Source: an optimization exercise on an open RTL-to-GDS flow (aim: small area, a short achievable clock period and few clock cycles per item). Production flows keep margins and buffers that such runs may drop. At most, simulation tests tie the RTL to the original design; equivalence was not proved. Power is estimated from default activity; no workload was simulated.

==> 06-26: inputs <==
// sio_ctrl
module sio_ctrl (
    input  wire        clk,
    input  wire        rst,           
    input  wire        req_valid,
    output wire        req_ready,
    input  wire [35:0] req_word,      
    output wire        rsp_valid,
    output wire [15:0] rsp_data,
    output wire        rsp_refused,
    output wire [1:0]  rsp_mode,
    output wire [1:0]  rsp_tmode,
    output wire        rsp_sock,
    output wire        ev_valid,
    input  wire        ev_ready,
    output wire [4:0]  ev_kind,
    output wire [47:0] ev_data,
    input  wire        ev_ok,
    input  wire [15:0] ev_rdata
);
Settings: LEC_CHECK=0, CAP_MARGIN=20, CORE_MARGIN=2, CORE_UTILIZATION=40, CTS_CLUSTER_SIZE=20, PLACE_DENSITY=0.6, SETUP_SLACK_MARGIN=2.5, SLEW_MARGIN=20; clock period 6.0 ns.
standard.sh (not shown) runs the stock make flow with config.mk's settings and CLKGATE_MAP_FILE= SYNTH_SCRIPT=/design/flow/synth_recipe.tcl, a recipe that flattens the netlist after the stock synthesis.
==> flow/flow/run.sh <==
#!/bin/bash
# Standard layout, with the port buffers made from the smallest buffer cell
# (repair_timing and repair_design upsize them where timing needs it).
set -euo pipefail
export BUFFER_PORTS_ARGS="-buffer_cell sky130_fd_sc_hd__buf_1"
bash standard.sh > standard_flow.log 2>&1
==> inputs of 07-14, as changes to 06-26 <==
--- a/flow/design.v
+++ b/flow/design.v
@@ -55,22 +55,22 @@
     reg  [15:0] len;
     reg         sock;
     reg  [15:0] sock_h;
     reg         r_valid;
     reg  [15:0] r_aux;
     reg  [15:0] r_data;
     reg  [6:0]  ev_list;        
-    reg         rv_noev;        
-    reg         rv_last;        
-    reg         rv_lasti;       
+    reg         r_noev;         
+    reg         r_last;         
     reg         r_init;         
     reg         r_fail;         
     reg         r_refused;
     reg         r_conn;         
     reg         r_sd;           
+    reg  [2:0]  r_k;            
     reg         r_dnz;          
     reg         r_mop;          
     reg         r_op2;          
     reg         r_des;          
     reg         r_al, r_ah;     
     reg         r_kp;           
     reg         r_k46;          
@@ -83,15 +83,15 @@
     reg         ev_udl;         
     reg         ev_udh;         
     reg         ev_us;          
     reg         ev_uh;          
     reg         ev_uc;          
     reg         ev_uv;          
     reg         ev_uo;          
-    wire fin  = rv_noev | (ev_ready & (rv_last | (rv_lasti & ev_ok)));
+    wire fin  = r_valid & (r_noev | (ev_ready & r_last & (ev_ok | ~r_init)));
     wire xfer = ev_v & ev_ready;
     assign rsp_valid = fin;
     assign req_ready = ~r_valid | fin;
     wire take = req_valid & req_ready;
     assign ev_valid = ev_v;
     assign ev_kind  = ev_k;
     wire [15:0] drv_sel = ({16{ev_e[0]}} & drv0) | ({16{ev_e[1]}} & drv1) | ({16{ev_e[2]}} & drv2);
@@ -109,15 +109,14 @@
     assign rsp_tmode   = tmode;
     assign rsp_sock    = r_conn ? ev_ok : sock;
     wire [3:0]  q_op   = req_word[35:32];
     wire [15:0] q_aux  = req_word[31:16];
     wire [15:0] q_data = req_word[15:0];
     wire [7:0]  q_b    = q_data[7:0];
     wire        commit = r_valid & r_sd & ~r_fail;
-    wire [2:0]  r_k    = {r_aux[1] & r_aux[0], r_aux[1] & ~r_aux[0], ~r_aux[1]};
     wire [4:0]  ncaps  = r_dnz ? r_aux[8:4] : 5'd0;
     wire [4:0]  f_cap0 = (commit & r_k[0]) ? ncaps : cap0;
     wire [4:0]  f_cap1 = (commit & r_k[1]) ? ncaps : cap1;
     wire [4:0]  f_cap2 = (commit & r_k[2]) ? ncaps : cap2;
     wire        f_sock = (r_valid & r_conn) ? ev_ok : sock;
     wire op1 = (q_op == OP_WRCNT);
     wire op2 = (q_op == OP_WSIOCNT);
@@ -331,17 +330,14 @@
             if (nx[4]) begin nx_kind = EV_SOCK_CLOSE; nx_us = 1'b1; end
         end
     end
     wire [15:0] rem_dec = {b6, b5} - 16'd1;
     always @(posedge clk) begin
         if (rst) begin
             r_valid <= 1'b0;
-            rv_noev <= 1'b0;
-            rv_last <= 1'b0;
-            rv_lasti <= 1'b0;
             ev_v    <= 1'b0;
             r_fail  <= 1'b0;
             r_conn  <= 1'b0;
             r_sd    <= 1'b0;
             rc      <= 2'b10;
             s12     <= 1'b0;
             alive   <= 1'b1;
@@ -358,17 +354,14 @@
             if (fin & commit) begin
                 if (r_k[0]) cap0 <= ncaps;
                 if (r_k[1]) cap1 <= ncaps;
                 if (r_k[2]) cap2 <= ncaps;
             end
             if (take) begin
                 r_valid <= 1'b1;
-                rv_noev <= ~(|q_list);
-                rv_last <= (|q_list) & qf_last;
-                rv_lasti <= 1'b0;
                 ev_v    <= |q_list;
                 r_fail  <= 1'b0;
                 r_conn  <= g3 & d_conn;
                 r_sd    <= g9 & ~sd_bad;
                 rc  <= nrc;
                 s12 <= ns12;
                 if (gA) begin
@@ -392,23 +385,17 @@
                         default: ;
                     endcase
                 end
                 if (g4 & t_recv & rem_last)
                     tmode <= T_IDLE;
             end else if (fin) begin
                 r_valid <= 1'b0;
-                rv_noev <= 1'b0;
-                rv_last <= 1'b0;
-                rv_lasti <= 1'b0;
                 ev_v    <= 1'b0;
             end else if (xfer) begin
                 ev_v <= |rest;
-                rv_noev <= ~(|rest);
-                rv_last <= (|rest) & nx_last & ~nx_init;
-                rv_lasti <= nx_last & nx_init;
                 if (r_init & ~ev_ok)
                     r_fail <= 1'b1;
             end
         end
     end
     always @(posedge clk) begin
         if (fin & r_conn & ev_ok)
@@ -418,16 +405,19 @@
             if (r_k[1]) drv1 <= r_data;
             if (r_k[2]) drv2 <= r_data;
         end
         if (take) begin
             r_aux     <= q_aux;
             r_data    <= q_data;
             ev_list   <= q_list;
+            r_noev    <= ~(|q_list);
+            r_last    <= qf_last;
             r_init    <= 1'b0;
             r_refused <= ~ok;
+            r_k       <= {k2, k1, k0};
             r_dnz     <= d_nz;
             r_mop     <= op1 | op2 | op8;
             r_op2     <= op2;
             r_des     <= opA;
             r_al  <= (g2 | g5) & ncap[CAP_WREG] | g4 & t_recv;
             r_ah  <= (g2 | g5) & ncap[CAP_WREG];
             r_kp  <= (g2 | g5) & ~ncap[CAP_WREG];
@@ -443,14 +433,15 @@
             ev_us  <= qf_us;
             ev_uh  <= qf_uh;
             ev_uc  <= qf_uc;
             ev_uv  <= qf_uv;
             ev_uo  <= qf_uo;
         end else if (xfer & ~fin) begin
             ev_list <= rest;
+            r_last  <= nx_last;
             r_init  <= nx_init;
             ev_k    <= nx_kind;
             ev_e    <= nx_e;
             ev_udl  <= nx_ud;
             ev_udh  <= nx_ud;
             ev_us   <= nx_us;
             ev_uh   <= 1'b0;
CTS_CLUSTER_DIAMETER = 100   (was not set)
CTS_CLUSTER_SIZE = 30   (was 20)
SETUP_SLACK_MARGIN = 3.0   (was 2.5)
==> summary of the runs <==
In 07-14 the via count is higher than in 06-26, by about 6%. In 07-14 the clock power is smaller than in 06-26, by about 44%. In 07-14 the routed wire length is larger than in 06-26, by about 6%. Between 07-14 and 06-26, the lower register-to-register slack is in 06-26 (gap 130 ps). In 06-26 the non-clock buffer count is lower than in 07-14, by 91. Between 06-26 and 07-14, the lower fmax is in 06-26 (gap about 0.8%, measured against 07-14). Of 07-14 and 06-26, 06-26 has the higher synthesized cell count (gap 1.9%, measured against 06-26). In 06-26 the sequential power is higher than in 07-14, by about 2%. In 06-26 the final cell count is lower than in 07-14, by about 2.3%. Against 07-14, the combinational power of 06-26 is lower by about 11%.
Testbench counts of 07-14, summed over its fixed seeds: cycles 26,843, items 25,959.
The RTL of 06-26 was laid out without a check of its function.

-- afterwards: timing with drivers on the ports --
The flow's constraints put no driver on any port. The routed layouts listed below were extracted and timed again, unchanged, in two steps.
Step 1 sets driving cells, clkbuf_16 on the clock port and buf_2 on the other inputs (assumed; they add their load-dependent delay and slew).
Step 2 times the ports against the registers' clock, not the clock port: input delays grow and output delays shrink by t, the midpoint of the rising clock arrivals with the driver on.
Slacks: ideal / step 1 / step 2; pairs: ideal / step 1.
| run | shift t [ns] | slack for setup (ns) | worst setup path at the end | pins driven straight from the clock port |
|---|---|---|---|---|
| 06-26 | 0.587 | 2.568 / 2.584 / 2.006 | input to register | 1 |
| 07-14 | 0.530 | 2.595 / 2.600 / 2.070 | input to register | 1 |
After both steps setup and hold are still met in every run listed. For 06-26, which loses most, drivers alone change the setup slack by +0.016 ns; drivers and shift together by -0.562 ns.
